Source: an optimization exercise on an open RTL-to-GDS flow (aim: small area, a short achievable clock period and few clock cycles). Production flows keep margins and buffers that such runs may drop.
At most, simulation tests tie the RTL to the original design; equivalence was not proved.
No functional check of the RTL was part of runs 1 and 4.
No activity file was given, so power comes from the tool's default toggle rates.

==> design/flow/design.v <==
module m10_numeng #(
    parameter [31:0] REF_CLK   = 32'd50000000,
    parameter [31:0] K_MS      = 32'd1000,
    parameter [31:0] K_US      = 32'd1,
    parameter [7:0]  FINE_WRAP = 8'd127
) (
    input  wire        clk,
    input  wire        rst,
    input  wire        tick,
    input  wire        cmd_valid,
    output wire        cmd_ready,
    input  wire [7:0]  cmd_op,
    input  wire [7:0]  cmd_imm,
    input  wire [31:0] cmd_arg,
    output wire        rsp_valid,
    output wire [2:0]  rsp_err,
    output wire [31:0] rsp_data,
    output wire        tx_valid,
    input  wire        tx_ready,
    output wire [7:0]  tx_data
);
    localparam integer MD_K    = 2;             
    localparam [4:0]   MD_LAST = 24 / MD_K - 1;
    localparam [6:0]   FINE_LAST = FINE_WRAP[6:0] - 7'd1;
    localparam [25:0]  NREF = REF_CLK[25:0];
    localparam [1:0] F_DEC = 2'd0;
    localparam [1:0] F_HEX = 2'd1;
    localparam [1:0] F_OCT = 2'd2;
    localparam [1:0] F_BIN = 2'd3;
    function [2:0] top8;
        input [7:0] x;
        begin
            top8[2] = |x[7:4];
            top8[1] = top8[2] ? |x[7:6] : |x[3:2];
            top8[0] = top8[2] ? (top8[1] ? x[7] : x[5]) : (top8[1] ? x[3] : x[1]);
        end
    endfunction
    function [4:0] top32;
        input [31:0] x;
        reg   [3:0]  g;
        reg   [2:0]  gi;
        reg   [7:0]  b;
        integer i;
        begin
            for (i = 0; i < 4; i = i + 1)
                g[i] = |x[8*i +: 8];
            gi = top8({4'd0, g});
            case (gi[1:0])
                2'd0: b = x[7:0];
                2'd1: b = x[15:8];
                2'd2: b = x[23:16];
                default: b = x[31:24];
            endcase
            top32 = {gi[1:0], top8(b)};
        end
    endfunction
    function [3:0] dbl_dig;
        input [3:0] d;
        input       ci;
        begin
            dbl_dig[0] = ci;
            dbl_dig[1] = (!d[3] && !d[2] && d[0]) || (d[2] && d[1] && !d[0]) || (d[3] && !d[0]);
            dbl_dig[2] = (!d[2] && d[1]) || (d[2] && d[1] && d[0]) || (d[3] && !d[0]);
            dbl_dig[3] = (d[2] && !d[1] && !d[0]) || (d[3] && d[0]);
        end
    endfunction
    function [39:0] bcd_dbl;
        input [39:0] c;
        input        b;
        integer i;
        reg [3:0] d;
        reg       ci;
        begin
            ci = b;
            for (i = 0; i < 10; i = i + 1) begin
                d = c[4*i +: 4];
                bcd_dbl[4*i +: 4] = dbl_dig(d, ci);
                ci = d[3] || (d[2] && (d[1] || d[0]));
            end
        end
    endfunction
    reg [6:0]  fine;
    reg [31:0] coarse;
    wire       cinc = tick && (fine == FINE_LAST);
    always @(posedge clk) begin
        if (rst) begin
            fine   <= 7'd0;
            coarse <= 32'd0;
        end else if (tick) begin
            if (fine == FINE_LAST) begin
                fine   <= 7'd0;
                coarse <= coarse + 32'd1;
            end else begin
                fine <= fine + 7'd1;
            end
        end
    end
    reg chan_open;
    wire i_snap  = (cmd_op == 8'h01);
    wire i_ms    = (cmd_op == 8'h02);
    wire i_us    = (cmd_op == 8'h03);
    wire i_open  = (cmd_op == 8'h20);
    wire i_close = (cmd_op == 8'h21);
    wire i_pi    = (cmd_op == 8'h2C);
    wire i_pl    = (cmd_op == 8'h2D);
    wire i_u8    = (cmd_op == 8'h2E);
    wire i_z     = i_snap | i_ms | i_us | i_open | i_close;
    wire i_f     = i_pi | i_pl;
    wire i_print = i_f | i_u8;
    wire imm_bin = (cmd_imm == 8'h02);
    wire imm_oct = (cmd_imm == 8'h08);
    wire imm_dec = (cmd_imm == 8'h0A);
    wire imm_hex = (cmd_imm == 8'h10);
    wire imm_fmt = imm_bin | imm_oct | imm_dec | imm_hex;
    wire rate_bad = (cmd_arg == 32'd0) || (cmd_arg > REF_CLK);
    reg [2:0] i_err;
    always @(*) begin
        if (!(i_z | i_print))
            i_err = 3'd1;
        else if (i_z && cmd_imm != 8'h00)
            i_err = 3'd1;
        else if (i_f && !imm_fmt)
            i_err = 3'd1;
        else if ((i_close | i_print) && !chan_open)
            i_err = 3'd2;
        else if (i_open && rate_bad)
            i_err = 3'd3;
        else
            i_err = 3'd0;
    end
    wire i_ok = (i_err == 3'd0);
    wire        in_neg = i_f && imm_dec && cmd_arg[31];
    wire [1:0]  in_fmt = i_u8 ? F_DEC : imm_hex ? F_HEX : imm_oct ? F_OCT :
                         imm_bin ? F_BIN : F_DEC;
    wire [31:0] in_val = i_u8 ? {24'd0, cmd_imm} : in_neg ? (~cmd_arg + 32'd1) : cmd_arg;
    reg  [7:0]  nz_a, nz_n;
    reg  [10:0] nz_o;
    integer j;
    always @(*) begin
        for (j = 0; j < 8; j = j + 1) begin
            nz_a[j] = |cmd_arg[4*j +: 4];
            nz_n[j] = ~&cmd_arg[4*j +: 4];
        end
        for (j = 0; j < 10; j = j + 1)
            nz_o[j] = |cmd_arg[3*j +: 3];
        nz_o[10] = |cmd_arg[31:30];
    end
    wire [2:0] tn_a = top8(nz_a);             
    wire [2:0] tn_n = top8(nz_n);             
    wire [3:0] to_a = nz_o[10] ? 4'd10 : nz_o[9] ? 4'd9 : nz_o[8] ? 4'd8 :
                      {1'b0, top8(nz_o[7:0])};
    wire [4:0] tb_a = top32(cmd_arg);
    reg  [3:0] in_anib;
    always @(*) begin
        case (tn_a)
            3'd0: in_anib = cmd_arg[3:0];    3'd1: in_anib = cmd_arg[7:4];
            3'd2: in_anib = cmd_arg[11:8];   3'd3: in_anib = cmd_arg[15:12];
            3'd4: in_anib = cmd_arg[19:16];  3'd5: in_anib = cmd_arg[23:20];
            3'd6: in_anib = cmd_arg[27:24];  default: in_anib = cmd_arg[31:28];
        endcase
    end
    wire       u8_hi    = (cmd_imm[7:4] != 4'd0);
    wire [3:0] in_first = i_u8 ? (u8_hi ? cmd_imm[7:4] : cmd_imm[3:0]) : in_anib;
    wire [7:0] in_fbcd  = (in_first >= 4'd10) ? {4'd1, in_first - 4'd10} : {4'd0, in_first};
    wire [2:0] in_tnib  = i_u8 ? {2'd0, u8_hi} : tn_a;
    wire [2:0] in_nstart = (tn_n == 3'd7) ? 3'd7 : tn_n + 3'd1;
    wire [4:0] in_p0    = (in_fmt == F_OCT) ? {1'b0, to_a} : tb_a;
    reg [25:0] div_r0;
    always @(*) begin
        case (tn_a)
            3'd0: div_r0 = 26'd0;
            3'd1: div_r0 = NREF >> 22;
            3'd2: div_r0 = NREF >> 18;
            3'd3: div_r0 = NREF >> 14;
            3'd4: div_r0 = NREF >> 10;
            3'd5: div_r0 = NREF >> 6;
            default: div_r0 = NREF >> 2;
        endcase
    end
    wire [4:0] div_c0 = 5'd25 - {tn_a, 2'd0};
    reg        rsp_q;       
    reg [2:0]  err_q;
    reg        res_q;       
    reg        ms_q;        
    reg        pr_act;      
    reg        md_act;      
    reg        md_stale;    
    reg        qv;          
    reg        ms_wait;     
    reg [4:0]  md_cnt;
    reg [9:0]  md_r;
    reg [1:0]  bg_st;       
    localparam [1:0] BG_IDLE = 2'd0;
    localparam [1:0] BG_DIV  = 2'd1;
    localparam [1:0] BG_MINI = 2'd2;
    localparam [1:0] BG_MUL  = 2'd3;
    wire bg_busy = (bg_st != BG_IDLE);
    reg        snd_act;
    reg [39:0] sd;
    reg [4:0]  sp;
    reg [1:0]  sfmt;
    reg        snl;
    reg [1:0]  sph;
    localparam [1:0] PH_SIGN = 2'd0;
    localparam [1:0] PH_DIG  = 2'd1;
    localparam [1:0] PH_NL   = 2'd2;
    reg [7:0]  txd;
    wire snd_last = (sph == PH_NL) || (sph == PH_DIG && sp == 5'd0 && !snl);
    wire snd_adv  = snd_act && tx_ready;
    wire snd_done = snd_adv && snd_last;
    wire cur_busy = rsp_q | ms_wait | pr_act;
    wire complete = rsp_q | snd_done;
    assign cmd_ready = (!cur_busy || complete) && !(bg_busy && cmd_op[7:2] == 6'd0);
    wire take = cmd_valid && cmd_ready;
    assign rsp_valid = rsp_q | snd_done;
    assign rsp_err   = err_q;
    reg [31:0] A;
    reg [31:0] T;
    reg [25:0] crf;
    reg [4:0]  bg_cnt;
    reg        mb;          
    assign rsp_data = {T[31:24] & {8{res_q & !ms_q}}, T[23:0] & {24{res_q}}};
    wire        b_div = (bg_st == BG_DIV);
    wire        b_mul = (bg_st == BG_MUL);
    wire        nbit  = NREF[bg_cnt];
    wire [31:0] opa = b_div ? {5'd0, A[25:0], nbit} :
                      b_mul ? {A[30:0], 1'b0} : A;
    wire [31:0] opb = b_div ? ~{6'd0, T[25:0]} :
                      (b_mul && !mb) ? 32'd0 : {6'd0, crf};
    wire [32:0] sum = {1'b0, opa} + {1'b0, opb} + {32'd0, b_div};
    wire        ge  = sum[32];
    wire [4:0]  bg_cm1 = bg_cnt - 5'd1;
    reg [9:0]  mdr_n;
    reg [31:0] mdt_n;
    reg [10:0] mdx;
    integer m;
    always @(*) begin
        mdr_n = md_r;
        mdt_n = T;
        for (m = 0; m < MD_K; m = m + 1) begin
            mdx = {mdr_n, mdt_n[23]};
            if (mdx >= K_MS[10:0]) begin
                mdr_n = mdx[9:0] - K_MS[9:0];
                mdt_n = {mdt_n[30:0], 1'b1};
            end else begin
                mdr_n = mdx[9:0];
                mdt_n = {mdt_n[30:0], 1'b0};
            end
        end
    end
    wire md_start = !qv && !md_act && !bg_busy && !take && !cinc;
    always @(posedge clk) begin
        if (rst) begin
            chan_open <= 1'b0;
            rsp_q     <= 1'b0;
            err_q     <= 3'd0;
            res_q     <= 1'b0;
            ms_q      <= 1'b0;
            pr_act    <= 1'b0;
            md_act    <= 1'b0;
            qv        <= 1'b0;
            ms_wait   <= 1'b0;
            bg_st     <= BG_IDLE;
            A         <= 32'd0;
            crf       <= 26'd0;
        end else begin
            rsp_q <= 1'b0;
            if (snd_done)
                pr_act <= 1'b0;
            if (cinc)
                qv <= 1'b0;
            if (md_act) begin
                md_r   <= mdr_n;
                T      <= mdt_n;
                md_cnt <= md_cnt - 5'd1;
                if (cinc)
                    md_stale <= 1'b1;
                if (md_cnt == 5'd0) begin
                    md_act  <= 1'b0;
                    qv      <= !(md_stale || cinc);
                    ms_wait <= 1'b0;
                    if (ms_wait)
                        rsp_q <= 1'b1;
                end
            end else if (md_start) begin
                T        <= A;
                md_r     <= {2'd0, A[31:24]};
                md_cnt   <= MD_LAST;
                md_act   <= 1'b1;
                md_stale <= 1'b0;
            end
            case (bg_st)
                BG_IDLE: if (cinc) A <= sum[31:0];
                BG_DIV: begin
                    A      <= ge ? {6'd0, sum[25:0]} : {6'd0, opa[25:0]};
                    crf    <= {crf[24:0], ge};
                    bg_cnt <= bg_cm1;
                    if (bg_cnt == 5'd0) bg_st <= BG_MINI;
                end
                BG_MINI: begin
                    T      <= coarse;
                    A      <= 32'd0;
                    bg_cnt <= top32(coarse);
                    mb     <= (coarse != 32'd0);
                    if (!cinc) bg_st <= BG_MUL;
                end
                default: begin  
                    A      <= sum[31:0];
                    bg_cnt <= bg_cm1;
                    mb     <= T[bg_cm1];
                    if (cinc)
                        bg_st <= BG_MINI;
                    else if (bg_cnt == 5'd0)
                        bg_st <= BG_IDLE;
                end
            endcase
            if (take) begin
                err_q <= i_err;
                res_q <= 1'b0;
                ms_q  <= 1'b0;
                if (!i_ok) begin
                    rsp_q <= 1'b1;
                end else if (i_snap || i_us) begin
                    T      <= i_snap ? coarse : A;
                    qv     <= 1'b0;
                    md_act <= 1'b0;
                    res_q  <= 1'b1;
                    rsp_q  <= 1'b1;
                end else if (i_ms) begin
                    res_q <= 1'b1;
                    ms_q  <= 1'b1;
                    if (qv || (md_act && md_cnt == 5'd0 && !md_stale)) begin
                        rsp_q <= 1'b1;
                    end else begin
                        ms_wait <= 1'b1;
                        if (!md_act || md_stale) begin
                            T        <= A;
                            md_r     <= {2'd0, A[31:24]};
                            md_cnt   <= MD_LAST;
                            md_act   <= 1'b1;
                            md_stale <= cinc;
                        end
                    end
                end else if (i_open) begin
                    chan_open <= 1'b1;
                    rsp_q     <= 1'b1;
                    qv        <= 1'b0;
                    md_act    <= 1'b0;
                    bg_st     <= BG_DIV;
                    bg_cnt    <= div_c0;
                    A         <= {6'd0, div_r0};
                    crf       <= 26'd0;
                    T         <= {6'd0, cmd_arg[25:0]};
                end else if (i_close) begin
                    chan_open <= 1'b0;
                    rsp_q     <= 1'b1;
                end else begin
                    pr_act <= 1'b1;
                end
            end
        end
    end
    reg        eg_act;      
    reg        eg_com;      
    reg        eg_done;     
    reg [31:0] E;
    reg [39:0] C;
    reg [2:0]  eq;
    reg [1:0]  eg_fmt;
    reg        eg_neg;
    reg        eg_nl;
    reg [4:0]  eg_p0;
    reg [9:0] c_nz;
    always @(*)
        for (j = 0; j < 10; j = j + 1)
            c_nz[j] = |C[4*j +: 4];
    wire [3:0] c_tdig = c_nz[9] ? 4'd9 : c_nz[8] ? 4'd8 : {1'b0, top8(c_nz[7:0])};
    reg  [3:0]  e_nib;
    always @(*) begin
        case (eq)
            3'd0: e_nib = E[3:0];    3'd1: e_nib = E[7:4];
            3'd2: e_nib = E[11:8];   3'd3: e_nib = E[15:12];
            3'd4: e_nib = E[19:16];  3'd5: e_nib = E[23:20];
            3'd6: e_nib = E[27:24];  default: e_nib = E[31:28];
        endcase
    end
    wire [39:0] c_n1 = bcd_dbl(C,    e_nib[3]);
    wire [39:0] c_n2 = bcd_dbl(c_n1, e_nib[2]);
    wire [39:0] c_n3 = bcd_dbl(c_n2, e_nib[1]);
    wire [39:0] c_n4 = bcd_dbl(c_n3, e_nib[0]);
    wire take_print = take && i_print && i_ok;
    wire take_other = take && !(i_print && i_ok);
    wire eg_ready   = eg_act && eg_done;
    wire snd_free   = !snd_act || snd_done;
    wire xfer       = eg_ready && (eg_com || take_print) && snd_free;
    wire [4:0] x_p0 = (eg_fmt == F_DEC || eg_fmt == F_HEX) ? {1'b0, c_tdig} : eg_p0;
    wire eg_load = !take_other && cmd_valid && i_print &&
                   (take_print ? !eg_act : (!eg_act || (xfer && eg_com)));
    always @(posedge clk) begin
        if (rst) begin
            eg_act <= 1'b0;
        end else if (eg_load) begin
            eg_act <= 1'b1;
            eg_com <= take_print;
            eg_fmt <= in_fmt;
            eg_neg <= in_neg;
            eg_nl  <= i_pl;
            E      <= in_val;
            eg_p0  <= in_p0;
            if (in_fmt == F_DEC && in_neg) begin
                C       <= 40'd0;
                eq      <= in_nstart;
                eg_done <= 1'b0;
            end else if (in_fmt == F_DEC) begin
                C       <= {32'd0, in_fbcd};
                eq      <= in_tnib - 3'd1;
                eg_done <= (in_tnib == 3'd0);
            end else begin
                C       <= {8'd0, cmd_arg};
                eg_done <= 1'b1;
            end
        end else if (take_other || (eg_act && !eg_com && !take_print && !cmd_valid) || xfer) begin
            eg_act <= 1'b0;
        end else begin
            if (take_print)
                eg_com <= 1'b1;
            if (!eg_done) begin
                C  <= c_n4;
                eq <= eq - 3'd1;
                if (eq == 3'd0) eg_done <= 1'b1;
            end
        end
    end
    function [3:0] dsel;
        input [39:0] x;
        input [4:0]  idx;
        input [1:0]  fmt;
        reg   [3:0]  n;
        reg   [2:0]  o;
        begin
            case (idx[3:0])
                4'd0: n = x[3:0];    4'd1: n = x[7:4];
                4'd2: n = x[11:8];   4'd3: n = x[15:12];
                4'd4: n = x[19:16];  4'd5: n = x[23:20];
                4'd6: n = x[27:24];  4'd7: n = x[31:28];
                4'd8: n = x[35:32];  default: n = x[39:36];
            endcase
            case (idx[3:0])
                4'd0: o = x[2:0];    4'd1: o = x[5:3];
                4'd2: o = x[8:6];    4'd3: o = x[11:9];
                4'd4: o = x[14:12];  4'd5: o = x[17:15];
                4'd6: o = x[20:18];  4'd7: o = x[23:21];
                4'd8: o = x[26:24];  4'd9: o = x[29:27];
                default: o = x[32:30];
            endcase
            case (fmt)
                F_OCT:   dsel = {1'b0, o};
                F_BIN:   dsel = {3'd0, x[idx]};
                default: dsel = n;
            endcase
        end
    endfunction
    wire        nsel = !snd_act || snd_last;
    wire [39:0] dx   = nsel ? C : sd;
    wire [4:0]  dn   = nsel ? x_p0 : (sph == PH_SIGN) ? sp : sp - 5'd1;
    wire [1:0]  df   = nsel ? eg_fmt : sfmt;
    wire [3:0]  dv   = dsel(dx, dn, df);
    wire [7:0]  dch  = (dv < 4'd10) ? {4'h3, dv} : (8'h37 + {4'd0, dv});
    always @(posedge clk) begin
        if (rst) begin
            snd_act <= 1'b0;
        end else if (xfer) begin
            snd_act <= 1'b1;
            sd      <= C;
            sp      <= x_p0;
            sfmt    <= eg_fmt;
            snl     <= eg_nl;
            sph     <= eg_neg ? PH_SIGN : PH_DIG;
            txd     <= eg_neg ? 8'h2D : dch;
        end else if (snd_adv) begin
            if (snd_last) begin
                snd_act <= 1'b0;
            end else if (sph == PH_SIGN) begin
                sph <= PH_DIG;
                txd <= dch;
            end else if (sp != 5'd0) begin
                sp  <= sp - 5'd1;
                txd <= dch;
            end else begin
                sph <= PH_NL;
                txd <= 8'h0A;
            end
        end
    end
    assign tx_valid = snd_act;
    assign tx_data  = txd;
endmodule
==> design/flow/run.sh <==
#!/bin/bash
# synth_recipe.tcl (not shown) runs the flow's synth.tcl, then flattens the netlist and writes it again
# the make line also repeats each setting of config.mk as NAME=value (left out here)
make -C /OpenROAD-flow-scripts/flow DESIGN_CONFIG=/design/flow/config.mk WORK_HOME=/design/flow/orfs CLKGATE_MAP_FILE= SYNTH_SCRIPT=/design/flow/synth_recipe.tcl finish
==> design/flow/config.mk <==
export PLATFORM = sky130hd
export DESIGN_NAME = m10_numeng
export DESIGN_NICKNAME = m10_numeng
export VERILOG_FILES = /design/flow/design.v
export SDC_FILE = /design/flow/constraint.sdc
export NUM_CORES = 4
export LEC_CHECK = 0
export ABC_AREA = 1
export CAP_MARGIN = 20
export CORE_MARGIN = 2
export CORE_UTILIZATION = 40
export PLACE_DENSITY = 0.6
export SLEW_MARGIN = 20
==> design/flow/constraint.sdc <==
create_clock -name core_clock -period 6.0 [get_ports {clk}]
set_input_delay 1.2000 -clock core_clock [delete_from_list [all_inputs] [get_ports {clk}]]
set_output_delay 1.2000 -clock core_clock [all_outputs]
set_load 0.01 [all_outputs]
==> flow_summary_export.csv, run 1 <==
group,metric,value,unit
timing,max_slew_margin,35.23,%
placement,pre_cts_slack,0.6221,ns
clocking,root_buffer,"clkbuf_16",
floorplanning,dieArea,63410,µm²
global_routing,gr-total-overflow,0,
power_and_ir_drop,peakVddDrop,0.0001616,V
global_routing,grt_pass1_vias,23580,
timing,finalSetupTns,0,ns
critical_path,crit_required,6.48,ns
detailed_routing,drc,0,
finish,fin_util,45.63,%
finish,multi_input_area,13690,µm²
floorplanning,die_x,251.8,µm
critical_path,path_max_fanout,26,
status,status,"complete, no violations",
synth,synth_area,24570,µm²
synth,synth_seq_area_share,33.13,%
finish,final_area,27650,µm²
power_and_ir_drop,power_leakage,11.81,nW
min_path,holdCritPathClass,"flip-flop to flip-flop",
synth,dominantRegCellSynth,"edfxtp_1",
synth,async_flop_share,0,%
synth,synthTopCellsByArea,"edfxtp_1 24%, nand2_1 12%, dfxtp_1 9.0%",
timing,postLayoutSetupSlackWorst,1.029,ns
timing,hold_viol_final,0,
clocking,holdBufCountCts,0,
clocking,clock_latency,0.58,ns
finish,insertedDiodeCount,0,
global_routing,track_usage,29.29,%
detailed_routing,wl,94.64,mm
synth,yosysMostFrequentCell,"nand2_1",
critical_path,critPathKind,"flip-flop to flip-flop",
timing,fin_crit_sh,82.85,%
detailed_routing,dr_total_vias,26200,
detailed_routing,ant_nets,0,
synth,synth_cell_types,72,
timing,skew,0.02089,ns
finish,seq_area,8139,µm²
synth,syn_inst,3669,
placement,dp_hpwl,72.13,mm
finish,area_delta_synth_final,12.54,%
synth,yosys_warnings,1,
global_routing,antenna_found_initial,4,
placement,place.gp.congestion,1.008,
finish,final_nets,3852,
floorplanning,die_y,251.8,µm
finish,n_fill_cell,6281,
timing,fmax,0.2012,GHz
clocking,clk_path_buf_depth,3,
timing,worst_pin_slew,0.9614,ns
clocking,postCtsSetupBuffers,0,
synth,synth.largest_area_cell,"edfxtp_1",
synth,synth_commonest_cells,"755 x nand2_1, 555 x inv_1, 412 x nor2_1, 389 x o21ai_0, 219 x a21oi_1",
floorplanning,coreArea,60580,µm²
synth,synth-edff-count,197,
synth,synthesis.area_per_instance,6.696,µm²
floorplanning,num_io_pins,99,
job,maxCapViolations,0,
clocking,clk_pin_slew,0.06,ns
global_routing,grt_max_degree,68,
floorplanning,initial_utilization,40.55,%
finish,final_cells,4550,
clocking,cts_tree,"yes",
placement,port_buffers,96,
global_routing,grt_pass1_wl,143.3,mm
critical_path,endpoint_kind,"flip-flop",
clocking,clock-sinks,308,
timing,final_max_slew_viol_count,0,
detailed_routing,via_per_inst,5.757,
critical_path,crit_arrival,5.45,ns
timing,finalSetupViolCount,0,
placement,dp_cells,4479,
synth,yosysTopAreaCellShare,24.08,%
finish,layout-drive-gt1-share,6.051,%
critical_path,startpoint_type,"flip-flop",
timing,timing.hold.ws,0.4677,ns
timing,rsz0062_at_grt,"false",
floorplanning,placementRows,90,
detailed_routing,dr.pass1.iters,6,
clocking,htree_levels,2,
placement,placement.cell_area,26400,µm²
detailed_routing,wire_per_inst,20.80,µm
power_and_ir_drop,total_power,5.723,mW
detailed_routing,drtIter0Drc,3077,
timing,layout_min_cycle_time,4.971,ns
synth,ys_seq_elements,308,
clocking,cts_resized,0,
power_and_ir_drop,cellPowerDensity,207.0,nW/µm²
clocking,cts_made_buffers,39,
## path summary, 6_finish.rpt
check                 to  slack (ns)  cells past startpoint       from
hold / removal    sd[14]        0.47                      0      C[14]
hold reg to reg   sd[14]        0.47                      0      C[14]
setup / recovery    A[0]        1.03                     21  bg_cnt[0]
setup reg to reg    A[0]        1.03                     21  bg_cnt[0]
## state kept, by name, summed over array words and instances (netlist names), 3 cells and up
name and flops:
crf 26, E 32, bg_cnt 5, eg_p0 5, A 32, md_cnt 5
md_r 10, sp 5, txd 7, C 40, coarse 32, eq 3
sd 40, fine 7, T 32
## worst max-delay path: stages (launching register included)
cell,delay (ns)
edfxtp_1,0.87
ha_1,0.25
o21ai_0,0.07
a21oi_1,0.15
a22oi_1,0.19
fa_1,0.48
fa_1,0.41
nand3b_1,0.19
nand2_1,0.09
nand2_1,0.05
nand2_1,0.12
a21boi_0,0.18
o21ai_0,0.31
a21o_1,0.19
inv_1,0.07
o21bai_2,0.35
nand2_2,0.22
nand2_1,0.22
nand2_1,0.07
nand2_1,0.06
nor3_1,0.11
a211oi_1,0.21
## layer usage
| layer | part of all wire (%) | vias to the layer above | GRT usage, % |
|---|---|---|---|
| li1 | - | 12640 | - |
| met1 | 45 | 12100 | 43.14 |
| met2 | 41 | 1245 | 42.70 |
| met3 | 9.4 | 213 | 4.488 |
| met4 | 4.3 | 0 | 11.56 |
| met5 | 0 | - | 0 |
## cell type report
cell class                      instances  area share, %
Clock buffer                           51          3.955
Clock inverter                         20         0.5476
Inverter                              591          8.074
Multi-Input combinational cell       2651          49.51
Sequential cell                       308          29.44
Tap cell                              782          3.539
Timing Repair Buffer                  147          4.933
## cell families after synthesis
kind of cell	after synthesis	synth area share, %
compound gates	981	23.72
other cells	1	0.01526
fa+ha+maj	61	3.168
mux	1	0.04075
simple gates	1561	27.07
flops	308	33.13
xor+xnor	45	1.604
buf+inv	711	11.25
## placed cells by master, fill, tap and decap left out, types with 33 or more instances in the layout
master,instances
xor2_1,33
o2111ai_1,33
a21oi_1,219
o22ai_1,100
ha_1,59
clkbuf_16,41
clkdlybuf4s50_1,95
inv_1,554
nor2_1,411
o21ai_0,389
nand3_1,133
nand4_1,58
dfxtp_1,110
o211ai_1,34
a211oi_1,36
buf_4,49
nand2_1,754
edfxtp_1,197
nor3_1,110
## power breakdown
| part | internal [mW] | switching [mW] | leakage [nW] | total, mW |
|---|---|---|---|---|
| registers | 2.34 | 0.0934 | 2.73 | 2.44 |
| logic | 0.299 | 0.609 | 8.46 | 0.908 |
| clock network | 1.37 | 1.01 | 0.619 | 2.38 |
| total | 4.01 | 1.71 | 11.8 | 5.72 |
==> run 2: changes to the inputs <==
--- a/design/flow/design.v
+++ b/design/flow/design.v
@@ -55,4 +55,41 @@
         end
     endfunction
+    function [32:0] padd;
+        input [31:0] a;
+        input [31:0] b;
+        input        ci;
+        reg   [31:0] g, p, hp;
+        integer l, i, q;
+        begin
+            hp = a ^ b;
+            g  = a & b;
+            p  = hp;
+            g[0] = g[0] | (p[0] & ci);
+            for (l = 0; l < 5; l = l + 1)
+                for (i = 0; i < 32; i = i + 1)
+                    if (((i >> l) & 1) == 1) begin
+                        q = ((i >> l) << l) - 1;
+                        g[i] = g[i] | (p[i] & g[q]);
+                        p[i] = p[i] & p[q];
+                    end
+            padd = {g[31], hp ^ {g[30:0], ci}};
+        end
+    endfunction
+    function [31:0] pinc;
+        input [31:0] x;
+        input        ci;
+        reg   [31:0] p;
+        integer l, i, q;
+        begin
+            p = x;
+            for (l = 0; l < 5; l = l + 1)
+                for (i = 0; i < 32; i = i + 1)
+                    if (((i >> l) & 1) == 1) begin
+                        q = ((i >> l) << l) - 1;
+                        p[i] = p[i] & p[q];
+                    end
+            pinc = x ^ ({p[30:0], 1'b1} & {32{ci}});
+        end
+    endfunction
     function [3:0] dbl_dig;
         input [3:0] d;
@@ -83,4 +120,5 @@
     reg [31:0] coarse;
     wire       cinc = tick && (fine == FINE_LAST);
+    wire [31:0] coarse_p1 = pinc(coarse, 1'b1);
     always @(posedge clk) begin
         if (rst) begin
@@ -90,5 +128,5 @@
             if (fine == FINE_LAST) begin
                 fine   <= 7'd0;
-                coarse <= coarse + 32'd1;
+                coarse <= coarse_p1;
             end else begin
                 fine <= fine + 7'd1;
@@ -133,5 +171,5 @@
     wire [1:0]  in_fmt = i_u8 ? F_DEC : imm_hex ? F_HEX : imm_oct ? F_OCT :
                          imm_bin ? F_BIN : F_DEC;
-    wire [31:0] in_val = i_u8 ? {24'd0, cmd_imm} : in_neg ? (~cmd_arg + 32'd1) : cmd_arg;
+    wire [31:0] in_val = i_u8 ? {24'd0, cmd_imm} : in_neg ? pinc(~cmd_arg, 1'b1) : cmd_arg;
     reg  [7:0]  nz_a, nz_n;
     reg  [10:0] nz_o;
@@ -190,10 +228,8 @@
     reg [4:0]  md_cnt;
     reg [9:0]  md_r;
-    reg [1:0]  bg_st;       
-    localparam [1:0] BG_IDLE = 2'd0;
-    localparam [1:0] BG_DIV  = 2'd1;
-    localparam [1:0] BG_MINI = 2'd2;
-    localparam [1:0] BG_MUL  = 2'd3;
-    wire bg_busy = (bg_st != BG_IDLE);
+    reg        b_div;
+    reg        b_mini;
+    reg        b_mul;
+    wire bg_busy = b_div | b_mini | b_mul;
     reg        snd_act;
     reg [39:0] sd;
@@ -221,6 +257,4 @@
     reg        mb;          
     assign rsp_data = {T[31:24] & {8{res_q & !ms_q}}, T[23:0] & {24{res_q}}};
-    wire        b_div = (bg_st == BG_DIV);
-    wire        b_mul = (bg_st == BG_MUL);
     wire        nbit  = NREF[bg_cnt];
     wire [31:0] opa = b_div ? {5'd0, A[25:0], nbit} :
@@ -228,5 +262,5 @@
     wire [31:0] opb = b_div ? ~{6'd0, T[25:0]} :
                       (b_mul && !mb) ? 32'd0 : {6'd0, crf};
-    wire [32:0] sum = {1'b0, opa} + {1'b0, opb} + {32'd0, b_div};
+    wire [32:0] sum = padd(opa, opb, b_div);
     wire        ge  = sum[32];
     wire [4:0]  bg_cm1 = bg_cnt - 5'd1;
@@ -240,5 +274,5 @@
         for (m = 0; m < MD_K; m = m + 1) begin
             mdx = {mdr_n, mdt_n[23]};
-            if (mdx >= K_MS[10:0]) begin
+            if (mdx[10] || (&mdx[9:5] && (mdx[4] || mdx[3]))) begin   
                 mdr_n = mdx[9:0] - K_MS[9:0];
                 mdt_n = {mdt_n[30:0], 1'b1};
@@ -261,5 +295,7 @@
             qv        <= 1'b0;
             ms_wait   <= 1'b0;
-            bg_st     <= BG_IDLE;
+            b_div     <= 1'b0;
+            b_mini    <= 1'b0;
+            b_mul     <= 1'b0;
             A         <= 32'd0;
             crf       <= 26'd0;
@@ -290,29 +326,34 @@
                 md_stale <= 1'b0;
             end
-            case (bg_st)
-                BG_IDLE: if (cinc) A <= sum[31:0];
-                BG_DIV: begin
-                    A      <= ge ? {6'd0, sum[25:0]} : {6'd0, opa[25:0]};
-                    crf    <= {crf[24:0], ge};
-                    bg_cnt <= bg_cm1;
-                    if (bg_cnt == 5'd0) bg_st <= BG_MINI;
+            if (b_div) begin
+                A      <= ge ? {6'd0, sum[25:0]} : {6'd0, opa[25:0]};
+                crf    <= {crf[24:0], ge};
+                bg_cnt <= bg_cm1;
+                if (bg_cnt == 5'd0) begin
+                    b_div  <= 1'b0;
+                    b_mini <= 1'b1;
                 end
-                BG_MINI: begin
-                    T      <= coarse;
-                    A      <= 32'd0;
-                    bg_cnt <= top32(coarse);
-                    mb     <= (coarse != 32'd0);
-                    if (!cinc) bg_st <= BG_MUL;
+            end else if (b_mini) begin
+                T      <= coarse;
+                A      <= 32'd0;
+                bg_cnt <= top32(coarse);
+                mb     <= (coarse != 32'd0);
+                if (!cinc) begin
+                    b_mini <= 1'b0;
+                    b_mul  <= 1'b1;
                 end
-                default: begin  
-                    A      <= sum[31:0];
-                    bg_cnt <= bg_cm1;
-                    mb     <= T[bg_cm1];
-                    if (cinc)
-                        bg_st <= BG_MINI;
-                    else if (bg_cnt == 5'd0)
-                        bg_st <= BG_IDLE;
+            end else if (b_mul) begin
+                A      <= sum[31:0];
+                bg_cnt <= bg_cm1;
+                mb     <= T[bg_cm1];
+                if (cinc) begin
+                    b_mul  <= 1'b0;
+                    b_mini <= 1'b1;
+                end else if (bg_cnt == 5'd0) begin
+                    b_mul  <= 1'b0;
                 end
-            endcase
+            end else if (cinc) begin
+                A <= sum[31:0];
+            end
             if (take) begin
                 err_q <= i_err;
@@ -347,5 +388,7 @@
                     qv        <= 1'b0;
                     md_act    <= 1'b0;
-                    bg_st     <= BG_DIV;
+                    b_div     <= 1'b1;
+                    b_mini    <= 1'b0;
+                    b_mul     <= 1'b0;
                     bg_cnt    <= div_c0;
                     A         <= {6'd0, div_r0};
--- a/design/flow/config.mk
+++ b/design/flow/config.mk
@@ -11,3 +11,4 @@
 export CORE_UTILIZATION = 40
 export PLACE_DENSITY = 0.6
+export SETUP_SLACK_MARGIN = 1.5
 export SLEW_MARGIN = 20
==> flow_summary_export.csv, run 2 <==
group,metric,value,unit
power_and_ir_drop,power.switching,1.668,mW
timing,worst_pin_slew,0.9105,ns
global_routing,track_usage,29.99,%
synth,synthesis.area_per_instance,6.787,µm²
synth,yosysMostFrequentCell,"nand2_1",
detailed_routing,dr_total_vias,25800,
timing,fin_crit_sh,73.67,%
critical_path,cp.depth,18,
detailed_routing,drc,0,
global_routing,grt_max_degree,53,
detailed_routing,drtIter0Drc,2880,
timing,finalSetupViolCount,0,
power_and_ir_drop,peakVddDrop,0.0002962,V
timing,hold_viol_final,0,
power_and_ir_drop,power_leakage,12.40,nW
floorplanning,dieArea,63080,µm²
clocking,clock_latency,0.58,ns
global_routing,gr-total-overflow,0,
power_and_ir_drop,p_clk_share,43.4,%
timing,finalSetupTns,0,ns
min_path,holdPathStages,0,
power_and_ir_drop,swShare,28.70,%
clocking,cts_tree,"yes",
synth,yosys_warnings,1,
timing,rsz0062_at_grt,"false",
finish,final_common_cell,"nand2_1",
power_and_ir_drop,p_int,4.145,mW
synth,synth_seq_area_share,33.39,%
synth,synthTopCellsByArea,"edfxtp_1 24%, nand2_1 11%, dfxtp_1 9.2%",
global_routing,grt_pass1_vias,23570,
timing,final_max_slew_viol_count,0,
clocking,holdBufCountCts,0,
finish,layout_common_cells,"697 x nand2_1, 572 x inv_1, 398 x nor2_1",
clocking,clk_path_buf_depth,3,
critical_path,r2r_cells,27,
critical_path,path_max_fanout,36,
clocking,htree_levels,2,
detailed_routing,wire_per_inst,21.56,µm
synth,synth_commonest_cells,"707 x nand2_1, 582 x inv_1, 410 x nor2_1, 377 x o21ai_0, 223 x a21oi_1",
detailed_routing,dr.pass1.iters,6,
critical_path,crit_chain,"clkdlybuf4s50_1, nor2_1, inv_1, nor2_1, inv_1, nor2_1, nand2_1, o21ai_2, nand2_1, and3_1, nand2_2, nor2_1, o31ai_2, nand2_1, inv_2, nand2_1, clkinvlp_4, buf_12",
placement,pre_cts_slack,0.5690,ns
floorplanning,coreArea,60360,µm²
min_path,holdCritPathClass,"flip-flop to flip-flop",
global_routing,antenna_found_initial,2,
placement,place.gp.congestion,1.004,
timing,postLayoutSetupSlackWorst,1.580,ns
critical_path,crit_required,6.25,ns
floorplanning,die_x,251.2,µm
timing,max_slew_margin,38.78,%
floorplanning,placementRows,90,
clocking,cts_made_buffers,39,
power_and_ir_drop,combPwrFrac,14.9,%
power_and_ir_drop,cellPowerDensity,207.7,nW/µm²
critical_path,crit_slowest_cell,"clkdlybuf4s50_1",
detailed_routing,via_per_inst,5.731,
placement,port_buffers,96,
finish,layout-drive-gt1-share,8.392,%
clocking,root_buffer,"clkbuf_16",
synth,syn_inst,3600,
detailed_routing,wl,97.06,mm
clocking,clk_pin_slew,0.06,ns
global_routing,grt_pass1_wl,144.8,mm
job,maxCapViolations,0,
critical_path,crit_family,"simple AND/OR/NAND/NOR gates",
placement,dp_hpwl,72.96,mm
synth,async_flop_share,0,%
critical_path,startpoint_type,"input port",
critical_path,crit_arrival,4.67,ns
critical_path,crit_buf_inv,6,
synth,dominantRegCellSynth,"edfxtp_1",
floorplanning,initial_utilization,40.48,%
finish,area_delta_synth_final,14.53,%
synth,synth_area,24430,µm²
timing,skew,0.01969,ns
critical_path,slowest_delay,0.60,ns
finish,top_regs,"C x40, sd x40",
synth,synth.largest_area_cell,"edfxtp_1",
critical_path,endpoint_kind,"flip-flop",
synth,synth-edff-count,197,
critical_path,critPathKind,"input port to flip-flop",
floorplanning,num_io_pins,99,
power_and_ir_drop,p_seq_share,41.7,%
floorplanning,die_y,251.2,µm
detailed_routing,ant_nets,0,
timing,fmax,0.2262,GHz
finish,final_nets,3814,
synth,ys_seq_elements,309,
status,status,"complete, no violations",
synth,synth_cell_types,76,
clocking,clock-sinks,309,
timing,layout_min_cycle_time,4.420,ns
synth,yosysTopAreaCellShare,24.21,%
-- run 2: changes by cell type in the layout (fill, tap and decap cells not counted), moves of 8 or more --
cell	before	now
clkdlybuf4s50_1	95	82
o22ai_1	100	76
o32ai_1	1	9
nor2_1	411	398
nand2_2	8	18
o2111ai_1	33	9
buf_4	49	69
inv_1	554	572
nor3_1	110	87
nand2_1	754	697
nor4_1	17	6
a22oi_1	15	33
o21ai_0	389	372
dlymetal6s2s_1	0	12
-- run 2: final timing paths --
| check | from | endpoint | slack [ns] |
|---|---|---|---|
| max reg2reg | bg_cnt[1] | A[1] | 1.63 |
| min reg2reg | eg_fmt[0] | sfmt[0] | 0.48 |
| max | cmd_arg[5] | E[19] | 1.58 |
| min | eg_fmt[0] | sfmt[0] | 0.48 |
-- run 2: routing by layer --
metal	global-route usage, %	part of all wire (%)	up-vias
met1	39.18	41	11980
met4	15.63	5.9	0
li1	-	-	12310
met3	4.369	8.3	269
met2	48.19	45	1243
met5	0	0	-
-- run 2: metrics by stage --
stage | instances | total power, mW | instance area, µm² | hold slack [ns] | util (%)
after floorplan | 3601 | 2.995 | 24450 | 0.4003 | -
after global placement | 4411 | 3.301 | 26260 | 0.4684 | 43.50
after detailed placement | 4412 | 3.302 | 26260 | 0.4754 | 43.51
after CTS | 4488 | 5.815 | 27710 | 0.4849 | 45.90
after global routing | 4500 | 6.021 | 27980 | 0.4988 | 46.36
final | 4502 | 5.813 | 27990 | 0.4817 | 46.37
-- run 2: power groups by stage --
stage / clock (mW) / combinational, mW / sequential, mW
2_1_floorplan: 0 / 0.570 / 2.43
3_3_place_gp: 0 / 0.833 / 2.47
3_5_place_dp: 0 / 0.835 / 2.47
4_1_cts: 2.55 / 0.842 / 2.42
5_1_grt: 2.63 / 0.958 / 2.43
6_report: 2.52 / 0.863 / 2.43
-- run 2: kinds of logic after synthesis --
kind of cell,Yosys count,synth area share (%)
and+or+nand+nor,1488,26.35
AOI/OAI and AO/OA,944,22.90
buffers and inverters,742,11.87
DFF,309,33.39
adders and majority gates,73,3.922
xor gates and xnor gates,40,1.434
muxes,3,0.1229
other,1,0.01535
-- run 2: layout make-up --
cell class | instances | area (µm²)
repair buffers | 172 | 1609
clock inverters | 21 | 240.2
flip-flops and latches | 309 | 8160
inverters | 616 | 2340
well taps | 782 | 978.4
fillers | 6226 | 32370
diodes | 2 | 5.005
clock buffers | 50 | 1100
multi-input cells | 2550 | 13550
-- run 2: worst reg2reg max path, cell delays in order, from the launching register on --
cell      delay, ns
edfxtp_1       0.45
inv_2          0.13
ha_1           0.15
nand3_1        0.08
o211ai_1       0.13
a22oi_2        0.15
fa_2           0.43
fa_2           0.39
nor2_2         0.12
a211oi_2       0.07
o21ai_1        0.19
nand2_1        0.07
nand2_1        0.07
nand2_1        0.06
nand2_1        0.09
nand2_1        0.08
nand2_2        0.11
nand2_2        0.08
nand2_4        0.12
nand2_2        0.09
a21oi_4        0.20
nand2_4        0.13
inv_2          0.11
nand2_2        0.10
buf_4          0.22
o221ai_1       0.31
nand3_1        0.13
inv_1          0.07
-- run 2: repair_timing --
action,in CTS,in global routing
cloned,0,1
setup endpoints to repair,52,133
resized for setup,23,65
setup buffers,5,11
pin swaps,2,12
Testbench counts of run 2, summed over its fixed seeds: cycles 24,282.
==> run 3: changes to the inputs <==
--- a/design/flow/config.mk
+++ b/design/flow/config.mk
@@ -11,4 +11,4 @@
 export CORE_UTILIZATION = 40
 export PLACE_DENSITY = 0.6
-export SETUP_SLACK_MARGIN = 1.5
+export SETUP_SLACK_MARGIN = 2.2
 export SLEW_MARGIN = 20
==> flow_summary_export.csv, run 3 <==
group,metric,value,unit
status,status,"complete, no violations",
timing,max_slew_margin,43.70,%
placement,pre_cts_slack,0.6863,ns
detailed_routing,drc,0,
power_and_ir_drop,cellPowerDensity,194.3,nW/µm²
power_and_ir_drop,swShare,29.09,%
timing,layout_min_cycle_time,3.944,ns
min_path,holdPathStages,2,
timing,worst_pin_slew,0.8436,ns
clocking,clock-sinks,309,
synth,synthTopCellsByArea,"edfxtp_1 24%, nand2_1 11%, dfxtp_1 9.2%",
critical_path,critPathKind,"flip-flop to flip-flop",
global_routing,grt_pass1_wl,148.2,mm
timing,rsz0062_at_grt,"true",
critical_path,crit_slowest_cell,"fa_2",
power_and_ir_drop,combPwrFrac,15.3,%
power_and_ir_drop,p_clk_share,43.2,%
detailed_routing,via_per_inst,5.752,
synth,yosys_warnings,1,
power_and_ir_drop,power_leakage,13.21,nW
floorplanning,die_x,251.2,µm
floorplanning,dieArea,63080,µm²
critical_path,r2r_start,"bg_cnt[0]",
timing,fin_crit_sh,65.73,%
timing,skew,0.03116,ns
critical_path,crit_required,6.47,ns
critical_path,reg2reg_setup_slack,2.06,ns
finish,top_regs,"C x40, sd x40",
synth,yosysTopAreaCellShare,24.21,%
finish,multi_input_area,14570,µm²
synth,synth_area,24430,µm²
placement,dp_hpwl,72.03,mm
clocking,holdBufCountCts,0,
finish,area_delta_synth_final,23.16,%
synth,synth-edff-count,197,
finish,layout_common_cells,"666 x nand2_1, 543 x inv_1, 357 x nor2_1",
synth,synth_seq_area_share,33.39,%
min_path,min_to,"ms_wait",
synth,ys_seq_elements,309,
timing,finalSetupTns,0,ns
synth,synth-compound-area-share,22.90,%
placement,place.gp.congestion,0.9981,
synth,yosys.area_share.simple,26.35,%
clocking,clk_path_buf_depth,3,
min_path,min_from,"ms_wait",
global_routing,grt_max_degree,61,
synth,dominantRegCellSynth,"edfxtp_1",
finish,layout-drive-gt1-share,15.90,%
timing,finalSetupViolCount,0,
floorplanning,num_io_pins,99,
finish,final_nets,3920,
clocking,clk_pin_slew,0.06,ns
synth,synth.largest_area_cell,"edfxtp_1",
synth,syn_inst,3600,
synth,synth_top_family_by_area,"simple AND/OR/NAND/NOR gates",
power_and_ir_drop,power.switching,1.701,mW
detailed_routing,drtIter0Drc,2928,
critical_path,r2r_cells,24,
critical_path,path_max_fanout,5,
synth,synthAdderAreaFrac,3.922,%
synth,synth.area.mux_share,0.1229,%
detailed_routing,ant_nets,0,
finish,n_fill_cell,6083,
timing,postLayoutSetupSlackWorst,2.056,ns
finish,final_common_cell,"nand2_1",
global_routing,track_usage,30.60,%
synth,synthesis.area_per_instance,6.787,µm²
critical_path,startpoint_type,"flip-flop",
critical_path,slowest_delay,0.54,ns
global_routing,grt_pass1_vias,24370,
power_and_ir_drop,p_int,4.146,mW
power_and_ir_drop,p_seq_share,41.5,%
detailed_routing,wl,100.2,mm
floorplanning,placementRows,90,
placement,port_buffers,96,
critical_path,rr_endpoint,"A[16]",
min_path,holdCritPathClass,"flip-flop to flip-flop",
clocking,root_buffer,"clkbuf_16",
critical_path,crit_arrival,4.42,ns
timing,fmax,0.2536,GHz
detailed_routing,wire_per_inst,21.75,µm
detailed_routing,dr_total_vias,26490,
power_and_ir_drop,peakVddDrop,0.0001854,V
critical_path,crit_chain,"ha_2, o21ai_2, a21oi_2, a22oi_2, fa_2, fa_2, nor2_4, a211oi_4, o21ai_2, nand2_1, nand2_2, nand2_2, nand2_2, nand2_2, nand2_2, nand2_2, nand2_4, inv_4, fa_2, nor2_1, a21oi_1, o21ai_1, o21ai_1, o21ai_1",
critical_path,endpoint_kind,"flip-flop",
job,maxCapViolations,0,
clocking,clock_latency,0.59,ns
clocking,cts_tree,"yes",
floorplanning,initial_utilization,40.48,%
clocking,cts_made_buffers,39,
synth,yosysMostFrequentCell,"nand2_1",
finish,seq_area,8164,µm²
clocking,htree_levels,2,
global_routing,gr-total-overflow,0,
floorplanning,coreArea,60360,µm²
timing,final_max_slew_viol_count,0,
synth,synth_cell_types,76,
synth,synth_commonest_cells,"707 x nand2_1, 582 x inv_1, 410 x nor2_1, 377 x o21ai_0, 223 x a21oi_1",
global_routing,antenna_found_initial,4,
detailed_routing,dr.pass1.iters,8,
synth,synthXorXnorAreaFrac,1.434,%
synth,async_flop_share,0,%
floorplanning,die_y,251.2,µm
critical_path,crit_top_cell,"nand2_2",
timing,hold_viol_final,0,
-- run 3: cell counts after synthesis --
No cell type changed its count.
-- run 3: per-layer routing --
layer | up-vias | GRT usage [%] | wire length, µm
li1 | 12560 | - | -
met3 | 322 | 5.156 | 8282
met2 | 1259 | 49.68 | 45260
met1 | 12350 | 39.32 | 40960
met5 | - | 0 | 40
met4 | 6 | 15.39 | 5635
-- run 3: power by group through the flow --
stage / sequential (mW) / clock [mW] / combinational (mW)
3_5_place_dp: 2.47 / 0 / 0.830
5_1_grt: 2.43 / 2.63 / 0.986
3_3_place_gp: 2.47 / 0 / 0.829
4_1_cts: 2.42 / 2.55 / 0.852
6_report: 2.43 / 2.52 / 0.896
2_1_floorplan: 2.42 / 0 / 0.571
-- run 3: worst max path at each step --
stage | depth (start not counted) | slack, ns | end | from
floorplan | 18 | 1.89 | sph[0] | cmd_op[7]
global placement | 20 | 0.69 | eg_p0[0] | cmd_arg[13]
detailed placement | 25 | 0.69 | C[1] | cmd_arg[13]
CTS | 24 | 2.08 | A[16] | bg_cnt[0]
global route | 27 | 1.88 | A[21] | bg_cnt[0]
finish | 24 | 2.06 | A[16] | bg_cnt[0]
-- run 3: cells by family after synthesis --
kind of cell               count (synthesis)
DFF                                      309
and+or+nand+nor                         1488
muxes                                      3
other                                      1
xor gates and xnor gates                  40
AOI/OAI and AO/OA                        944
buffers and inverters                    742
adders and majority gates                 73
-- run 3: worst max-delay path: cells and delay by family, from the launching register on --
| kind | cells | cell delay [ns] |
|---|---|---|
| AOI/OAI and AO/OA | 9 | 1.01 |
| buffers and inverters | 1 | 0.07 |
| and+or+nand+nor | 10 | 0.77 |
| adders and majority gates | 4 | 1.50 |
| DFF | 1 | 0.48 |
-- run 3: what timing repair did --
item                                    in CTS  in global routing
pin swaps                                   61                 85
cloned                                       8                  6
endpoints found under the setup margin     307                292
resized for setup                          254                232
setup buffers                               63                 52
-- run 3: cell type report --
cell class / instances / share of cell area [%]
Antenna cell: 1 / 0.008315
Clock buffer: 58 / 4.070
Clock inverter: 12 / 0.3659
Inverter: 616 / 8.016
Multi-Input combinational cell: 2555 / 48.42
Sequential cell: 309 / 27.13
Tap cell: 782 / 3.251
Timing Repair Buffer: 270 / 8.644
Timing Repair inverter: 3 / 0.09147
-- run 3: stage by stage --
stage	power, mW	hold slack [ns]	utilization [%]	std cells	instance area (µm²)
floorplan	2.996	0.4003	-	3601	24540
global placement	3.299	0.4729	43.57	4406	26300
detailed placement	3.299	0.4762	43.57	4406	26300
CTS	5.824	0.4850	48.03	4547	28990
global route	6.046	0.4989	49.85	4605	30090
finish	5.846	0.4846	49.86	4606	30090
==> run 4: changes to the inputs <==
--- a/design/flow/design.v
+++ b/design/flow/design.v
@@ -171,7 +171,5 @@
     wire [1:0]  in_fmt = i_u8 ? F_DEC : imm_hex ? F_HEX : imm_oct ? F_OCT :
                          imm_bin ? F_BIN : F_DEC;
-    wire [31:0] in_val = i_u8 ? {24'd0, cmd_imm} : in_neg ? pinc(~cmd_arg, 1'b1) : cmd_arg;
     reg  [7:0]  nz_a, nz_n;
-    reg  [10:0] nz_o;
     integer j;
     always @(*) begin
@@ -180,13 +178,7 @@
             nz_n[j] = ~&cmd_arg[4*j +: 4];
         end
-        for (j = 0; j < 10; j = j + 1)
-            nz_o[j] = |cmd_arg[3*j +: 3];
-        nz_o[10] = |cmd_arg[31:30];
     end
     wire [2:0] tn_a = top8(nz_a);             
     wire [2:0] tn_n = top8(nz_n);             
-    wire [3:0] to_a = nz_o[10] ? 4'd10 : nz_o[9] ? 4'd9 : nz_o[8] ? 4'd8 :
-                      {1'b0, top8(nz_o[7:0])};
-    wire [4:0] tb_a = top32(cmd_arg);
     reg  [3:0] in_anib;
     always @(*) begin
@@ -198,10 +190,38 @@
         endcase
     end
+    wire [2:0] tb_lo = top8({4'd0, in_anib});
+    wire [4:0] tb_a = {tn_a, tb_lo[1:0]};
+    reg  [3:0] to_a;
+    always @(*) begin
+        case (tb_a)
+            5'd0, 5'd1, 5'd2:    to_a = 4'd0;
+            5'd3, 5'd4, 5'd5:    to_a = 4'd1;
+            5'd6, 5'd7, 5'd8:    to_a = 4'd2;
+            5'd9, 5'd10, 5'd11:  to_a = 4'd3;
+            5'd12, 5'd13, 5'd14: to_a = 4'd4;
+            5'd15, 5'd16, 5'd17: to_a = 4'd5;
+            5'd18, 5'd19, 5'd20: to_a = 4'd6;
+            5'd21, 5'd22, 5'd23: to_a = 4'd7;
+            5'd24, 5'd25, 5'd26: to_a = 4'd8;
+            5'd27, 5'd28, 5'd29: to_a = 4'd9;
+            default:             to_a = 4'd10;
+        endcase
+    end
     wire       u8_hi    = (cmd_imm[7:4] != 4'd0);
     wire [3:0] in_first = i_u8 ? (u8_hi ? cmd_imm[7:4] : cmd_imm[3:0]) : in_anib;
     wire [7:0] in_fbcd  = (in_first >= 4'd10) ? {4'd1, in_first - 4'd10} : {4'd0, in_first};
     wire [2:0] in_tnib  = i_u8 ? {2'd0, u8_hi} : tn_a;
+    reg  [31:0] in_low;
+    always @(*)
+        for (j = 0; j < 8; j = j + 1)
+            in_low[4*j +: 4] = (j < in_tnib) ? (i_u8 ? cmd_imm[4*j +: 4] : cmd_arg[4*j +: 4]) : 4'd0;
     wire [2:0] in_nstart = (tn_n == 3'd7) ? 3'd7 : tn_n + 3'd1;
-    wire [4:0] in_p0    = (in_fmt == F_OCT) ? {1'b0, to_a} : tb_a;
+    reg  [39:0] in_rev;
+    always @(*) begin
+        in_rev[7:0] = 8'd0;
+        for (j = 0; j < 8; j = j + 1)
+            in_rev[4*(9-j) +: 4] = cmd_arg[4*j +: 4];
+    end
+    wire [4:0] in_p0 = (in_fmt == F_OCT) ? 5'd10 - {1'b0, to_a} : 5'd31 - tb_a;
     reg [25:0] div_r0;
     always @(*) begin
@@ -242,5 +262,7 @@
     localparam [1:0] PH_NL   = 2'd2;
     reg [7:0]  txd;
-    wire snd_last = (sph == PH_NL) || (sph == PH_DIG && sp == 5'd0 && !snl);
+    wire snd_end  = (sfmt == F_BIN) ? (sp == 5'd31) :
+                    (sfmt == F_OCT) ? (sp == 5'd10) : (sp == 5'd9);
+    wire snd_last = (sph == PH_NL) || (sph == PH_DIG && snd_end && !snl);
     wire snd_adv  = snd_act && tx_ready;
     wire snd_done = snd_adv && snd_last;
@@ -256,13 +278,27 @@
     reg [4:0]  bg_cnt;
     reg        mb;          
+    reg        nb;          
     assign rsp_data = {T[31:24] & {8{res_q & !ms_q}}, T[23:0] & {24{res_q}}};
-    wire        nbit  = NREF[bg_cnt];
-    wire [31:0] opa = b_div ? {5'd0, A[25:0], nbit} :
-                      b_mul ? {A[30:0], 1'b0} : A;
-    wire [31:0] opb = b_div ? ~{6'd0, T[25:0]} :
+    wire        rneg = A[31];
+    wire [31:0] opa = (b_div || b_mul) ? {A[30:0], b_div && nb} : A;
+    wire [31:0] opb = b_div ? ({6'd0, T[25:0]} ^ {32{!rneg}}) :
                       (b_mul && !mb) ? 32'd0 : {6'd0, crf};
-    wire [32:0] sum = padd(opa, opb, b_div);
-    wire        ge  = sum[32];
+    wire [32:0] sum = padd(opa, opb, b_div && !rneg);
+    wire        ge  = !sum[31];
     wire [4:0]  bg_cm1 = bg_cnt - 5'd1;
+    reg  [7:0] nz_c;
+    reg        c_tb;
+    always @(*)
+        for (j = 0; j < 8; j = j + 1)
+            nz_c[j] = |coarse[4*j +: 4];
+    wire [2:0] c_tn = top8(nz_c);
+    always @(*) begin
+        case (c_tn)
+            3'd0: c_tb = coarse[3];   3'd1: c_tb = coarse[7];
+            3'd2: c_tb = coarse[11];  3'd3: c_tb = coarse[15];
+            3'd4: c_tb = coarse[19];  3'd5: c_tb = coarse[23];
+            3'd6: c_tb = coarse[27];  default: c_tb = coarse[31];
+        endcase
+    end
     reg [9:0]  mdr_n;
     reg [31:0] mdt_n;
@@ -327,7 +363,8 @@
             end
             if (b_div) begin
-                A      <= ge ? {6'd0, sum[25:0]} : {6'd0, opa[25:0]};
+                A      <= sum[31:0];
                 crf    <= {crf[24:0], ge};
                 bg_cnt <= bg_cm1;
+                nb     <= NREF[bg_cm1];
                 if (bg_cnt == 5'd0) begin
                     b_div  <= 1'b0;
@@ -337,6 +374,6 @@
                 T      <= coarse;
                 A      <= 32'd0;
-                bg_cnt <= top32(coarse);
-                mb     <= (coarse != 32'd0);
+                bg_cnt <= {c_tn, 2'b11};
+                mb     <= c_tb;
                 if (!cinc) begin
                     b_mini <= 1'b0;
@@ -392,4 +429,5 @@
                     b_mul     <= 1'b0;
                     bg_cnt    <= div_c0;
+                    nb        <= NREF[div_c0];
                     A         <= {6'd0, div_r0};
                     crf       <= 26'd0;
@@ -407,5 +445,4 @@
     reg        eg_com;      
     reg        eg_done;     
-    reg [31:0] E;
     reg [39:0] C;
     reg [2:0]  eq;
@@ -418,18 +455,31 @@
         for (j = 0; j < 10; j = j + 1)
             c_nz[j] = |C[4*j +: 4];
-    wire [3:0] c_tdig = c_nz[9] ? 4'd9 : c_nz[8] ? 4'd8 : {1'b0, top8(c_nz[7:0])};
+    reg [3:0] c_low;
+    always @(*) begin
+        c_low = 4'd9;
+        for (j = 8; j >= 0; j = j - 1)
+            if (c_nz[j]) c_low = j[3:0];
+    end
     reg  [3:0]  e_nib;
     always @(*) begin
         case (eq)
-            3'd0: e_nib = E[3:0];    3'd1: e_nib = E[7:4];
-            3'd2: e_nib = E[11:8];   3'd3: e_nib = E[15:12];
-            3'd4: e_nib = E[19:16];  3'd5: e_nib = E[23:20];
-            3'd6: e_nib = E[27:24];  default: e_nib = E[31:28];
+            3'd0: e_nib = C[3:0];    3'd1: e_nib = C[7:4];
+            3'd2: e_nib = C[11:8];   3'd3: e_nib = C[15:12];
+            3'd4: e_nib = C[19:16];  3'd5: e_nib = C[23:20];
+            3'd6: e_nib = C[27:24];  default: e_nib = C[31:28];
         endcase
     end
-    wire [39:0] c_n1 = bcd_dbl(C,    e_nib[3]);
-    wire [39:0] c_n2 = bcd_dbl(c_n1, e_nib[2]);
-    wire [39:0] c_n3 = bcd_dbl(c_n2, e_nib[1]);
-    wire [39:0] c_n4 = bcd_dbl(c_n3, e_nib[0]);
+    reg [39:0] bcd_in;
+    always @(*)
+        for (j = 0; j < 10; j = j + 1)
+            bcd_in[4*j +: 4] = (9 - j > 7 || 9 - j > eq) ? C[4*(9-j) +: 4] : 4'd0;
+    wire [39:0] c_n1 = bcd_dbl(bcd_in, e_nib[3]);
+    wire [39:0] c_n2 = bcd_dbl(c_n1,   e_nib[2]);
+    wire [39:0] c_n3 = bcd_dbl(c_n2,   e_nib[1]);
+    wire [39:0] c_n4 = bcd_dbl(c_n3,   e_nib[0]);
+    reg [39:0] c_step;
+    always @(*)
+        for (j = 0; j < 10; j = j + 1)
+            c_step[4*j +: 4] = (j > 7 || j >= eq) ? c_n4[4*(9-j) +: 4] : C[4*j +: 4];
     wire take_print = take && i_print && i_ok;
     wire take_other = take && !(i_print && i_ok);
@@ -437,5 +487,5 @@
     wire snd_free   = !snd_act || snd_done;
     wire xfer       = eg_ready && (eg_com || take_print) && snd_free;
-    wire [4:0] x_p0 = (eg_fmt == F_DEC || eg_fmt == F_HEX) ? {1'b0, c_tdig} : eg_p0;
+    wire [4:0] x_p0 = (eg_fmt == F_DEC || eg_fmt == F_HEX) ? {1'b0, c_low} : eg_p0;
     wire eg_load = !take_other && cmd_valid && i_print &&
                    (take_print ? !eg_act : (!eg_act || (xfer && eg_com)));
@@ -449,16 +499,15 @@
             eg_neg <= in_neg;
             eg_nl  <= i_pl;
-            E      <= in_val;
             eg_p0  <= in_p0;
             if (in_fmt == F_DEC && in_neg) begin
-                C       <= 40'd0;
+                C       <= {8'd0, pinc(~cmd_arg, 1'b1)};
                 eq      <= in_nstart;
                 eg_done <= 1'b0;
             end else if (in_fmt == F_DEC) begin
-                C       <= {32'd0, in_fbcd};
+                C       <= {in_fbcd[3:0], in_fbcd[7:4], in_low};
                 eq      <= in_tnib - 3'd1;
                 eg_done <= (in_tnib == 3'd0);
             end else begin
-                C       <= {8'd0, cmd_arg};
+                C       <= in_rev;
                 eg_done <= 1'b1;
             end
@@ -469,5 +518,5 @@
                 eg_com <= 1'b1;
             if (!eg_done) begin
-                C  <= c_n4;
+                C  <= c_step;
                 eq <= eq - 3'd1;
                 if (eq == 3'd0) eg_done <= 1'b1;
@@ -481,5 +530,16 @@
         reg   [3:0]  n;
         reg   [2:0]  o;
+        reg   [32:0] a;      
+        reg   [31:0] v;      
+        reg   [32:0] ov;     
+        integer i;
         begin
+            a[32] = 1'b0;
+            for (i = 0; i < 32; i = i + 1)
+                a[i] = x[4*(9 - i/4) + i%4];
+            for (i = 0; i < 32; i = i + 1)
+                v[i] = a[31 - i];
+            for (i = 0; i < 11; i = i + 1)
+                ov[3*i +: 3] = a[3*(10 - i) +: 3];
             case (idx[3:0])
                 4'd0: n = x[3:0];    4'd1: n = x[7:4];
@@ -490,14 +550,14 @@
             endcase
             case (idx[3:0])
-                4'd0: o = x[2:0];    4'd1: o = x[5:3];
-                4'd2: o = x[8:6];    4'd3: o = x[11:9];
-                4'd4: o = x[14:12];  4'd5: o = x[17:15];
-                4'd6: o = x[20:18];  4'd7: o = x[23:21];
-                4'd8: o = x[26:24];  4'd9: o = x[29:27];
-                default: o = x[32:30];
+                4'd0: o = ov[2:0];    4'd1: o = ov[5:3];
+                4'd2: o = ov[8:6];    4'd3: o = ov[11:9];
+                4'd4: o = ov[14:12];  4'd5: o = ov[17:15];
+                4'd6: o = ov[20:18];  4'd7: o = ov[23:21];
+                4'd8: o = ov[26:24];  4'd9: o = ov[29:27];
+                default: o = ov[32:30];
             endcase
             case (fmt)
                 F_OCT:   dsel = {1'b0, o};
-                F_BIN:   dsel = {3'd0, x[idx]};
+                F_BIN:   dsel = {3'd0, v[idx]};
                 default: dsel = n;
             endcase
@@ -506,5 +566,5 @@
     wire        nsel = !snd_act || snd_last;
     wire [39:0] dx   = nsel ? C : sd;
-    wire [4:0]  dn   = nsel ? x_p0 : (sph == PH_SIGN) ? sp : sp - 5'd1;
+    wire [4:0]  dn   = nsel ? x_p0 : (sph == PH_SIGN) ? sp : sp + 5'd1;
     wire [1:0]  df   = nsel ? eg_fmt : sfmt;
     wire [3:0]  dv   = dsel(dx, dn, df);
@@ -527,6 +587,6 @@
                 sph <= PH_DIG;
                 txd <= dch;
-            end else if (sp != 5'd0) begin
-                sp  <= sp - 5'd1;
+            end else if (!snd_end) begin
+                sp  <= sp + 5'd1;
                 txd <= dch;
             end else begin
==> flow_summary_export.csv, run 4 <==
group,metric,value,unit
floorplanning,die_x,247.0,µm
min_path,holdPathStages,0,
placement,dp_hpwl,71.78,mm
timing,skew,0.02711,ns
power_and_ir_drop,power.switching,1.579,mW
power_and_ir_drop,p_clk_share,41.8,%
clocking,clk_path_buf_depth,3,
finish,final_common_cell,"nand2_1",
detailed_routing,wire_per_inst,20.85,µm
global_routing,gr-total-overflow,0,
power_and_ir_drop,p_int,3.710,mW
detailed_routing,drtIter0Drc,2541,
detailed_routing,wl,95.98,mm
global_routing,grt_pass1_wl,143.4,mm
power_and_ir_drop,peakVddDrop,0.0001631,V
critical_path,crit_slowest_cell,"or4_4",
min_path,holdCritPathClass,"flip-flop to flip-flop",
min_path,min_to,"snl",
critical_path,startpoint_type,"input port",
power_and_ir_drop,combPwrFrac,16.8,%
global_routing,track_usage,30.76,%
detailed_routing,dr_total_vias,26160,
synth,synth_area,23610,µm²
synth,async_flop_share,0,%
timing,finalSetupViolCount,0,
detailed_routing,ant_nets,0,
floorplanning,num_io_pins,99,
critical_path,endpoint_kind,"flip-flop",
critical_path,crit_arrival,4.57,ns
clocking,cts_tree,"yes",
finish,final_cells,4604,
timing,rsz0062_at_grt,"true",
synth,synth.largest_area_cell,"edfxtp_1",
synth,synthTopCellsByArea,"edfxtp_1 21%, nand2_1 11%, dfxtp_1 9.5%",
critical_path,crit_chain,"buf_8, nor4_4, nand2_2, a21oi_4, inv_4, o21ai_2, inv_2, nor2_4, inv_4, ha_4, or4_4, o21ai_4, nand2_2, inv_2, nand2_2, nand2_1, nand2_1, nand2_1, o211ai_1, and2_4, ha_4, xnor2_2, nand2_1, o21ai_1",
clocking,clock-sinks,278,
clocking,htree_levels,2,
floorplanning,dieArea,60990,µm²
timing,worst_pin_slew,1.035,ns
critical_path,crit_required,6.29,ns
global_routing,grt_pass1_vias,24210,
synth,syn_inst,3617,
synth,synthesis.area_per_instance,6.528,µm²
placement,place.gp.congestion,0.9885,
status,status,"complete, no violations",
finish,layout_common_cells,"691 x nand2_1, 536 x inv_1, 370 x nor2_1",
timing,hold_viol_final,0,
critical_path,r2r_cells,15,
clocking,holdBufCountCts,0,
floorplanning,placementRows,89,
critical_path,rr_endpoint,"C[37]",
timing,layout_min_cycle_time,4.285,ns
finish,final_nets,3935,
clocking,clk_pin_slew,0.06,ns
timing,final_max_slew_viol_count,0,
synth,synth_cell_types,71,
clocking,clock_latency,0.57,ns
power_and_ir_drop,p_seq_share,41.4,%
finish,top_regs,"C x40, sd x40",
synth,synth_commonest_cells,"722 x nand2_1, 566 x inv_1, 417 x nor2_1, 306 x o21ai_0, 247 x a21oi_1",
power_and_ir_drop,total_power,5.289,mW
power_and_ir_drop,power_leakage,12.58,nW
synth,synth_seq_area_share,30.61,%
clocking,root_buffer,"clkbuf_16",
synth,synth-edff-count,166,
timing,fmax,0.2334,GHz
critical_path,crit_family,"simple AND/OR/NAND/NOR gates",
critical_path,path_max_fanout,7,
floorplanning,die_y,247.0,µm
finish,area_delta_synth_final,21.91,%
synth,ys_seq_elements,278,
-- run 4: changes by cell type after synthesis, moves of 20 or more --
cell / before / now
o21ai_0: 377 / 306
o21ai_1: 20 / 62
nand3_1: 130 / 165
edfxtp_1: 197 / 166
a21oi_1: 223 / 247
o211ai_1: 29 / 53
a31oi_1: 15 / 36
a211oi_1: 35 / 15
xor2_1: 31 / 51
-- run 4: final cells by class --
class	count	area, µm²
inverters	609	2387
multi-input cells	2597	14510
well taps	773	967.2
clock inverters	13	148.9
fillers	5928	29900
clock buffers	46	999.7
diodes	2	5.005
repair buffers	283	2497
repair inverters	3	32.53
flip-flops and latches	278	7241
-- run 4: worst max path at each step --
stage / start / end / slack (ns) / cells after the start
after CTS: cmd_arg[12] / eg_p0[2] / 1.82 / 24
after global placement: cmd_arg[30] / eg_p0[2] / 0.41 / 26
after floorplan: cmd_arg[12] / eg_p0[2] / 1.24 / 24
after global routing: cmd_arg[15] / eg_p0[2] / 1.53 / 24
after detailed placement: cmd_arg[20] / eg_p0[2] / 0.39 / 25
final: cmd_arg[15] / eg_p0[2] / 1.72 / 24
-- run 4: what timing repair did --
action | 4_1_cts | 5_1_grt
cloned | 6 | 5
pin swaps | 56 | 50
resized for setup | 279 | 152
endpoints found under the setup margin | 300 | 262
setup buffers | 65 | 60
-- run 4: per-layer routing --
metal	vias up	wire length [µm]	part of all wire, %	GRT usage, %
met2	1206	43720	46	50.35
li1	12550	-	-	-
met4	6	7541	7.9	21.01
met5	-	38	0.040	0
met1	12050	37050	39	37.08
met3	345	7633	8.0	4.862
-- run 4: metrics by stage --
| step | hold slack [ns] | area, µm² |
|---|---|---|
| after floorplan | 0.4003 | 23780 |
| after global placement | 0.4186 | 25530 |
| after detailed placement | 0.4209 | 25530 |
| after CTS | 0.4385 | 27830 |
| after global routing | 0.4541 | 28780 |
| final | 0.4402 | 28790 |
-- run 4: cell families (layout without fill, tap and decap cells) --
| family | count (synthesis) | in the layout | synth area share [%] |
|---|---|---|---|
| simple gates | 1522 | 1526 | 27.65 |
| xor+xnor | 66 | 66 | 2.448 |
| flops | 278 | 278 | 30.61 |
| buf+inv | 747 | 954 | 12.25 |
| compound gates | 929 | 929 | 22.91 |
| other cells | 1 | 4 | 0.01588 |
| fa+ha+maj | 74 | 74 | 4.112 |
-- run 4: power by group through the flow --
stage | Clock [mW] | Sequential (mW) | Combinational [mW]
after floorplan | 0 | 2.18 | 0.558
after global placement | 0 | 2.23 | 0.811
after detailed placement | 0 | 2.23 | 0.811
after CTS | 2.23 | 2.19 | 0.851
after global routing | 2.30 | 2.19 | 0.979
final | 2.21 | 2.19 | 0.888

## separate check: timing with driven ports
No port has a modelled driver above. Below, the same layouts with a new extraction and two added sets of constraints.
Step 1: set_driving_cell puts a clkbuf_16 on clk and a buf_2 on each other input, an assumption about the parent block.
Step 2, shift: input delay + t, output delay - t, t = (earliest + latest rising clock arrival at the registers) / 2. This alone moves slack from input paths to output paths.
Three values: no drivers, after step 1, after step 2; two values: the first two.
run	t, ns	setup slack, ns
run 1	0.632	1.029 / 1.029 / 0.483
run 2	0.627	1.580 / 1.617 / 0.990
run 3	0.629	2.056 / 2.056 / 1.724
run 4	0.617	1.715 / 1.737 / 1.120
After both steps setup and hold are still met in every run listed.
